This is an optimization exercise on Yosys and OpenROAD, whose aim is small area, a short achievable clock period and few clock cycles per item, not a production implementation.
Where RTL was checked, it was by simulation tests only, not by an equivalence proof against the original.

==> inputs of job 5900 <==
## cva_cost_wta
module cva_cost_wta (
    input  wire         clk,
    input  wire         rst,         
    input  wire         in_valid,
    output wire         in_ready,
    input  wire         in_last,
    input  wire [15:0]  in_d,
    input  wire [2:0]   in_c,        
    input  wire [16:0]  in_wq,       
    input  wire [287:0] in_lwin,
    input  wire [287:0] in_rwin,
    output reg          out_valid,
    output reg          out_last,
    output reg  [31:0]  out_cost,
    output wire [15:0]  out_disp
);
    assign in_ready = 1'b1;
    reg [8:0] dr_0_0;
    reg [8:0] dr_0_1;
    reg [8:0] dr_0_2;
    reg [8:0] dr_0_3;
    reg [8:0] dr_1_0;
    reg [8:0] dr_1_1;
    reg [8:0] dr_1_2;
    reg [8:0] dr_1_3;
    reg [8:0] dr_2_0;
    reg [8:0] dr_2_1;
    reg [8:0] dr_2_2;
    reg [8:0] dr_2_3;
    reg [8:0] dr_3_0;
    reg [8:0] dr_3_1;
    reg [8:0] dr_3_2;
    reg [8:0] dr_3_3;
    reg [8:0] dr_4_0;
    reg [8:0] dr_4_1;
    reg [8:0] dr_4_2;
    reg [8:0] dr_4_3;
    reg [8:0] dr_5_0;
    reg [8:0] dr_5_1;
    reg [8:0] dr_5_2;
    reg [8:0] dr_5_3;
    reg [8:0] dr_6_0;
    reg [8:0] dr_6_1;
    reg [8:0] dr_6_2;
    reg [8:0] dr_6_3;
    reg [8:0] dr_7_0;
    reg [8:0] dr_7_1;
    reg [8:0] dr_7_2;
    reg [8:0] dr_7_3;
    reg [8:0] dr_8_0;
    reg [8:0] dr_8_1;
    reg [8:0] dr_8_2;
    reg [8:0] dr_8_3;
    reg [3:0]  enA;      
    reg [16:0] wqA;
    reg [4:1] vP;      
    reg [4:1] lastP;
    reg [15:0] dP1;
    reg [15:0] dP2;
    reg [15:0] dP3;
    reg [15:0] dP4;
    always @(posedge clk) begin
        dr_0_0 <= {1'b0, in_lwin[0 +: 8]} - {1'b0, in_rwin[0 +: 8]};
        dr_0_1 <= {1'b0, in_lwin[8 +: 8]} - {1'b0, in_rwin[8 +: 8]};
  ...
Settings: LEC_CHECK=0, CAP_MARGIN=50, CORE_MARGIN=2, CORE_UTILIZATION=60, CTS_BUF_LIST=sky130_fd_sc_hd__clkbuf_8, CTS_CLUSTER_SIZE=20, PLACE_DENSITY=0.7, SLEW_MARGIN=60, SYNTH_HIERARCHICAL=1; clock period 20.0 ns.
standard.sh (not shown) runs the stock make flow with config.mk's settings and CLKGATE_MAP_FILE= SYNTH_SCRIPT=/design/flow/synth_recipe.tcl, a recipe that flattens the netlist after the stock synthesis.
==> flow/flow/run.sh <==
#!/bin/bash
# Layout flow: the standard flow (standard.sh, all steps), with the
# input and output port buffers made of sky130_fd_sc_hd__buf_2 cells and
# the resizer's setup repair aiming for 14.5 ns of slack (a 5.5 ns path
# target; the clock and the constraints are the design's own).
# Each ORFS step writes its own log under orfs/logs/; the driver's own
# output goes to flow_run.log.
set -o pipefail
export BUFFER_PORTS_ARGS="-buffer_cell sky130_fd_sc_hd__buf_2"
export SETUP_SLACK_MARGIN=14.5
bash standard.sh > flow_run.log 2>&1
==> job 2806: changes against job 5900 <==
--- a/flow/design.v
+++ b/flow/design.v
@@ -10,11 +10,11 @@
     input  wire [287:0] in_lwin,
     input  wire [287:0] in_rwin,
     output reg          out_valid,
     output reg          out_last,
     output reg  [31:0]  out_cost,
-    output wire [15:0]  out_disp
+    output reg  [15:0]  out_disp
 );
     assign in_ready = 1'b1;
     reg [8:0] dr_0_0;
     reg [8:0] dr_0_1;
     reg [8:0] dr_0_2;
@@ -6874,17 +6874,18 @@
     wire [31:0] cost  = {h3571_q4, s3569_q4, s3567_q4, s3565_q4, s3563_q4, s3561_q4, s3559_q4, s3557_q4, s3555_q4, s3553_q4, s3551_q4, s3549_q4, s3547_q4, s3545_q4, s3543_q4, s3541_q4, s3539_q4, s3537_q4, s3535_q4, s3533_q4, s3531_q4, s3529_q4, s3527_q4, s3525_q4, s3523_q4, s3521_q4, s3519_q4, s3517_q4, s3515_q4, p2833_q4, p2800_q4, p2799_q4} + {c3570_q4, c3568_q4, c3566_q4, c3564_q4, c3562_q4, c3560_q4, c3558_q4, c3556_q4, c3554_q4, c3552_q4, c3550_q4, c3548_q4, c3546_q4, c3544_q4, c3542_q4, c3540_q4, c3538_q4, c3536_q4, c3534_q4, c3532_q4, c3530_q4, c3528_q4, c3526_q4, c3524_q4, c3522_q4, c3520_q4, c3518_q4, c3516_q4, h3514_q4, h3513_q4, p2816_q4, 1'b0};
     wire        vE    = vP[4];
     wire        lastE = lastP[4];
     wire [15:0] dE    = dP4;
     reg         in_pixel;     
-    reg [15:0]  best_d;       
+    reg [15:0]  best_d;
     wire        take  = !in_pixel || (cost < best_cost);
-    assign out_disp = best_d;
+    wire [15:0] new_d = take ? dE : best_d;
     always @(posedge clk) begin
         out_valid <= rst ? 1'b0 : vE;
         out_last  <= lastE;
         out_cost  <= cost;
+        out_disp  <= new_d;
         if (rst)
             in_pixel <= 1'b0;
         else if (vE)
             in_pixel <= !lastE;
         if (vE && take) begin
==> flow/flow/run.sh (replaced) <==
#!/bin/bash
# Layout flow: the standard flow (standard.sh, all steps), with the
# input and output port buffers made of sky130_fd_sc_hd__buf_2 cells.
# Each ORFS step writes its own log under orfs/logs/; the driver's own
# output goes to flow_run.log.
set -o pipefail
export BUFFER_PORTS_ARGS="-buffer_cell sky130_fd_sc_hd__buf_2"
bash standard.sh > flow_run.log 2>&1
CAP_MARGIN = 20   (was 50)
CTS_BUF_LIST = default   (was sky130_fd_sc_hd__clkbuf_8)
CTS_CLUSTER_SIZE = default   (was 20)
SLEW_MARGIN = 80   (was 60)
==> job 4735: changes against job 5900 <==
--- a/flow/design.v
+++ b/flow/design.v
@@ -10,11 +10,11 @@
     input  wire [287:0] in_lwin,
     input  wire [287:0] in_rwin,
     output reg          out_valid,
     output reg          out_last,
     output reg  [31:0]  out_cost,
-    output wire [15:0]  out_disp
+    output reg  [15:0]  out_disp
 );
     assign in_ready = 1'b1;
     reg [8:0] dr_0_0;
     reg [8:0] dr_0_1;
     reg [8:0] dr_0_2;
@@ -6869,22 +6869,120 @@
         c3564_q4 <= c3564;
         c3566_q4 <= c3566;
         c3568_q4 <= c3568;
         c3570_q4 <= c3570;
     end
+    wire cmp_s0;
+    wire cmp_c0;
+    wire cmp_s1;
+    wire cmp_c1;
+    wire cmp_s2;
+    wire cmp_c2;
+    wire cmp_s3;
+    wire cmp_c3;
+    wire cmp_s4;
+    wire cmp_c4;
+    wire cmp_s5;
+    wire cmp_c5;
+    wire cmp_s6;
+    wire cmp_c6;
+    wire cmp_s7;
+    wire cmp_c7;
+    wire cmp_s8;
+    wire cmp_c8;
+    wire cmp_s9;
+    wire cmp_c9;
+    wire cmp_s10;
+    wire cmp_c10;
+    wire cmp_s11;
+    wire cmp_c11;
+    wire cmp_s12;
+    wire cmp_c12;
+    wire cmp_s13;
+    wire cmp_c13;
+    wire cmp_s14;
+    wire cmp_c14;
+    wire cmp_s15;
+    wire cmp_c15;
+    wire cmp_s16;
+    wire cmp_c16;
+    wire cmp_s17;
+    wire cmp_c17;
+    wire cmp_s18;
+    wire cmp_c18;
+    wire cmp_s19;
+    wire cmp_c19;
+    wire cmp_s20;
+    wire cmp_c20;
+    wire cmp_s21;
+    wire cmp_c21;
+    wire cmp_s22;
+    wire cmp_c22;
+    wire cmp_s23;
+    wire cmp_c23;
+    wire cmp_s24;
+    wire cmp_c24;
+    wire cmp_s25;
+    wire cmp_c25;
+    wire cmp_s26;
+    wire cmp_c26;
+    wire cmp_s27;
+    wire cmp_c27;
+    wire cmp_s28;
+    wire cmp_c28;
+    wire cmp_s29;
+    wire cmp_c29;
+    wire cmp_s30;
+    wire cmp_c30;
+    wire cmp_s31;
+    wire cmp_c31;
+    cva_fa ucmp0 (.a(p2799_q4), .b(1'b0), .c(~best_cost[0]), .s(cmp_s0), .co(cmp_c0));
+    cva_fa ucmp1 (.a(p2800_q4), .b(p2816_q4), .c(~best_cost[1]), .s(cmp_s1), .co(cmp_c1));
+    cva_fa ucmp2 (.a(p2833_q4), .b(h3513_q4), .c(~best_cost[2]), .s(cmp_s2), .co(cmp_c2));
+    cva_fa ucmp3 (.a(s3515_q4), .b(h3514_q4), .c(~best_cost[3]), .s(cmp_s3), .co(cmp_c3));
+    cva_fa ucmp4 (.a(s3517_q4), .b(c3516_q4), .c(~best_cost[4]), .s(cmp_s4), .co(cmp_c4));
+    cva_fa ucmp5 (.a(s3519_q4), .b(c3518_q4), .c(~best_cost[5]), .s(cmp_s5), .co(cmp_c5));
+    cva_fa ucmp6 (.a(s3521_q4), .b(c3520_q4), .c(~best_cost[6]), .s(cmp_s6), .co(cmp_c6));
+    cva_fa ucmp7 (.a(s3523_q4), .b(c3522_q4), .c(~best_cost[7]), .s(cmp_s7), .co(cmp_c7));
+    cva_fa ucmp8 (.a(s3525_q4), .b(c3524_q4), .c(~best_cost[8]), .s(cmp_s8), .co(cmp_c8));
+    cva_fa ucmp9 (.a(s3527_q4), .b(c3526_q4), .c(~best_cost[9]), .s(cmp_s9), .co(cmp_c9));
+    cva_fa ucmp10 (.a(s3529_q4), .b(c3528_q4), .c(~best_cost[10]), .s(cmp_s10), .co(cmp_c10));
+    cva_fa ucmp11 (.a(s3531_q4), .b(c3530_q4), .c(~best_cost[11]), .s(cmp_s11), .co(cmp_c11));
+    cva_fa ucmp12 (.a(s3533_q4), .b(c3532_q4), .c(~best_cost[12]), .s(cmp_s12), .co(cmp_c12));
+    cva_fa ucmp13 (.a(s3535_q4), .b(c3534_q4), .c(~best_cost[13]), .s(cmp_s13), .co(cmp_c13));
+    cva_fa ucmp14 (.a(s3537_q4), .b(c3536_q4), .c(~best_cost[14]), .s(cmp_s14), .co(cmp_c14));
+    cva_fa ucmp15 (.a(s3539_q4), .b(c3538_q4), .c(~best_cost[15]), .s(cmp_s15), .co(cmp_c15));
+    cva_fa ucmp16 (.a(s3541_q4), .b(c3540_q4), .c(~best_cost[16]), .s(cmp_s16), .co(cmp_c16));
+    cva_fa ucmp17 (.a(s3543_q4), .b(c3542_q4), .c(~best_cost[17]), .s(cmp_s17), .co(cmp_c17));
+    cva_fa ucmp18 (.a(s3545_q4), .b(c3544_q4), .c(~best_cost[18]), .s(cmp_s18), .co(cmp_c18));
+    cva_fa ucmp19 (.a(s3547_q4), .b(c3546_q4), .c(~best_cost[19]), .s(cmp_s19), .co(cmp_c19));
+    cva_fa ucmp20 (.a(s3549_q4), .b(c3548_q4), .c(~best_cost[20]), .s(cmp_s20), .co(cmp_c20));
+    cva_fa ucmp21 (.a(s3551_q4), .b(c3550_q4), .c(~best_cost[21]), .s(cmp_s21), .co(cmp_c21));
+    cva_fa ucmp22 (.a(s3553_q4), .b(c3552_q4), .c(~best_cost[22]), .s(cmp_s22), .co(cmp_c22));
+    cva_fa ucmp23 (.a(s3555_q4), .b(c3554_q4), .c(~best_cost[23]), .s(cmp_s23), .co(cmp_c23));
+    cva_fa ucmp24 (.a(s3557_q4), .b(c3556_q4), .c(~best_cost[24]), .s(cmp_s24), .co(cmp_c24));
+    cva_fa ucmp25 (.a(s3559_q4), .b(c3558_q4), .c(~best_cost[25]), .s(cmp_s25), .co(cmp_c25));
+    cva_fa ucmp26 (.a(s3561_q4), .b(c3560_q4), .c(~best_cost[26]), .s(cmp_s26), .co(cmp_c26));
+    cva_fa ucmp27 (.a(s3563_q4), .b(c3562_q4), .c(~best_cost[27]), .s(cmp_s27), .co(cmp_c27));
+    cva_fa ucmp28 (.a(s3565_q4), .b(c3564_q4), .c(~best_cost[28]), .s(cmp_s28), .co(cmp_c28));
+    cva_fa ucmp29 (.a(s3567_q4), .b(c3566_q4), .c(~best_cost[29]), .s(cmp_s29), .co(cmp_c29));
+    cva_fa ucmp30 (.a(s3569_q4), .b(c3568_q4), .c(~best_cost[30]), .s(cmp_s30), .co(cmp_c30));
+    cva_fa ucmp31 (.a(h3571_q4), .b(c3570_q4), .c(~best_cost[31]), .s(cmp_s31), .co(cmp_c31));
     wire [31:0] cost  = {h3571_q4, s3569_q4, s3567_q4, s3565_q4, s3563_q4, s3561_q4, s3559_q4, s3557_q4, s3555_q4, s3553_q4, s3551_q4, s3549_q4, s3547_q4, s3545_q4, s3543_q4, s3541_q4, s3539_q4, s3537_q4, s3535_q4, s3533_q4, s3531_q4, s3529_q4, s3527_q4, s3525_q4, s3523_q4, s3521_q4, s3519_q4, s3517_q4, s3515_q4, p2833_q4, p2800_q4, p2799_q4} + {c3570_q4, c3568_q4, c3566_q4, c3564_q4, c3562_q4, c3560_q4, c3558_q4, c3556_q4, c3554_q4, c3552_q4, c3550_q4, c3548_q4, c3546_q4, c3544_q4, c3542_q4, c3540_q4, c3538_q4, c3536_q4, c3534_q4, c3532_q4, c3530_q4, c3528_q4, c3526_q4, c3524_q4, c3522_q4, c3520_q4, c3518_q4, c3516_q4, h3514_q4, h3513_q4, p2816_q4, 1'b0};
+    wire [31:0] diff  = {cmp_s31, cmp_s30, cmp_s29, cmp_s28, cmp_s27, cmp_s26, cmp_s25, cmp_s24, cmp_s23, cmp_s22, cmp_s21, cmp_s20, cmp_s19, cmp_s18, cmp_s17, cmp_s16, cmp_s15, cmp_s14, cmp_s13, cmp_s12, cmp_s11, cmp_s10, cmp_s9, cmp_s8, cmp_s7, cmp_s6, cmp_s5, cmp_s4, cmp_s3, cmp_s2, cmp_s1, cmp_s0} + {cmp_c30, cmp_c29, cmp_c28, cmp_c27, cmp_c26, cmp_c25, cmp_c24, cmp_c23, cmp_c22, cmp_c21, cmp_c20, cmp_c19, cmp_c18, cmp_c17, cmp_c16, cmp_c15, cmp_c14, cmp_c13, cmp_c12, cmp_c11, cmp_c10, cmp_c9, cmp_c8, cmp_c7, cmp_c6, cmp_c5, cmp_c4, cmp_c3, cmp_c2, cmp_c1, cmp_c0, 1'b1};    
     wire        vE    = vP[4];
     wire        lastE = lastP[4];
     wire [15:0] dE    = dP4;
     reg         in_pixel;     
-    reg [15:0]  best_d;       
-    wire        take  = !in_pixel || (cost < best_cost);
-    assign out_disp = best_d;
+    reg [15:0]  best_d;
+    wire        take  = !in_pixel || diff[31];
+    wire [15:0] new_d = take ? dE : best_d;
     always @(posedge clk) begin
         out_valid <= rst ? 1'b0 : vE;
         out_last  <= lastE;
         out_cost  <= cost;
+        out_disp  <= new_d;
         if (rst)
             in_pixel <= 1'b0;
         else if (vE)
             in_pixel <= !lastE;
         if (vE && take) begin
==> flow/flow/run.sh (replaced) <==
#!/bin/bash
# Layout flow: the standard flow (standard.sh, all steps), with the
# input and output port buffers made of sky130_fd_sc_hd__buf_2 cells.
# Each ORFS step writes its own log under orfs/logs/; the driver's own
# output goes to flow_run.log.
set -o pipefail
export BUFFER_PORTS_ARGS="-buffer_cell sky130_fd_sc_hd__buf_2"
bash standard.sh > flow_run.log 2>&1
CAP_MARGIN = 20   (was 50)
CTS_BUF_LIST = default   (was sky130_fd_sc_hd__clkbuf_8)
CTS_CLUSTER_SIZE = default   (was 20)
SLEW_MARGIN = 20   (was 60)
==> notes.md <==
* Critical path required time at 16000 ps
* Non-clock buffer share of cell area at 0.0384
* Final Wtd Congestion at 1.01
* Delay of the slowest cell on the worst path at between 300 and 400 ps
* Run status: finished clean
* Cells after DPL at 9804
* Global-route wire length before repair at 334000 µm
* Antenna fix cells at 7
* Most instantiated cells after synthesis: sky130_fd_sc_hd__fa_1, sky130_fd_sc_hd__ha_1, sky130_fd_sc_hd__dfxtp_1, sky130_fd_sc_hd__inv_1, sky130_fd_sc_hd__xnor2_1
the above is filed under job 5900

==> notes.md <==
* Final Wtd Congestion at 0.977
* Cells after DPL at 9824
* Delay of the slowest cell on the worst path at 470 ps
* Most instantiated cells after synthesis: sky130_fd_sc_hd__fa_1, sky130_fd_sc_hd__ha_1, sky130_fd_sc_hd__dfxtp_1, sky130_fd_sc_hd__inv_1, sky130_fd_sc_hd__xnor2_1
* Skew-Pair Late Insertion Delay at roughly 740 ps
* Critical path required time at about 21000 ps
* Setup slack on the worst flop-to-flop path at 12900 ps
* Global-route wire length before repair at 342000 µm
* Fin Clk Skew at 41.1 ps
* Antenna fix cells at 1
* Run status: finished clean
* CTS sink count at 830
* Non-clock buffer share of cell area at 0.0506
the above is filed under job 2806

==> notes.md <==
* Final Wtd Congestion at between 0.9 and 1
* Cells after DPL at 10200
* Most instantiated cells after synthesis: sky130_fd_sc_hd__fa_1, sky130_fd_sc_hd__ha_1, sky130_fd_sc_hd__dfxtp_1, sky130_fd_sc_hd__inv_1, sky130_fd_sc_hd__xnor2_1
* Delay of the slowest cell on the worst path at 790 ps
* Run status: finished clean
* Global-route wire length before repair at 356000 µm
* Non-clock buffer share of cell area at 0.0372
the above is filed under job 4735

Testbench counts of job 5900, summed over its fixed seeds: cycles 86,022, items 85,982.
Testbench counts of job 2806, summed over its fixed seeds: cycles 86,022, items 85,982.
Only the layout flow was run in job 4735; the RTL was not checked for function there.

## separate check: timing with driven ports
No port has a modelled driver above. Below, the same layouts with a new extraction and two added sets of constraints. Step 1, drivers: a clkbuf_16 drives clk and a buf_2 each remaining input, both assumed. Step 2 also shifts input and output timing later by t, the mid clock arrival at the registers, as if the neighbouring blocks saw the same clock. Slacks: ideal ports / drivers / drivers and shift; pairs: ideal ports / drivers.
run	t (ns)	slack for setup (ns)	latest minus earliest clock arrival (ns)	slew at the worst register clock pin (ns)	worst data-port slew with drivers (ns)
job 5900	0.953	14.589 / 14.507 / 14.077	0.063 / 0.063	0.07 / 0.07	0.08
job 2806	0.804	12.902 / 12.902 / 12.902	0.042 / 0.042	0.07 / 0.07	0.10
job 4735	0.806	14.395 / 14.395 / 14.112	0.039 / 0.039	0.07 / 0.07	0.12
After both steps setup and hold are still met in every run listed. The setup slack of job 5900, which loses most, moves by -0.082 ns with the drivers and by -0.512 ns with both steps.
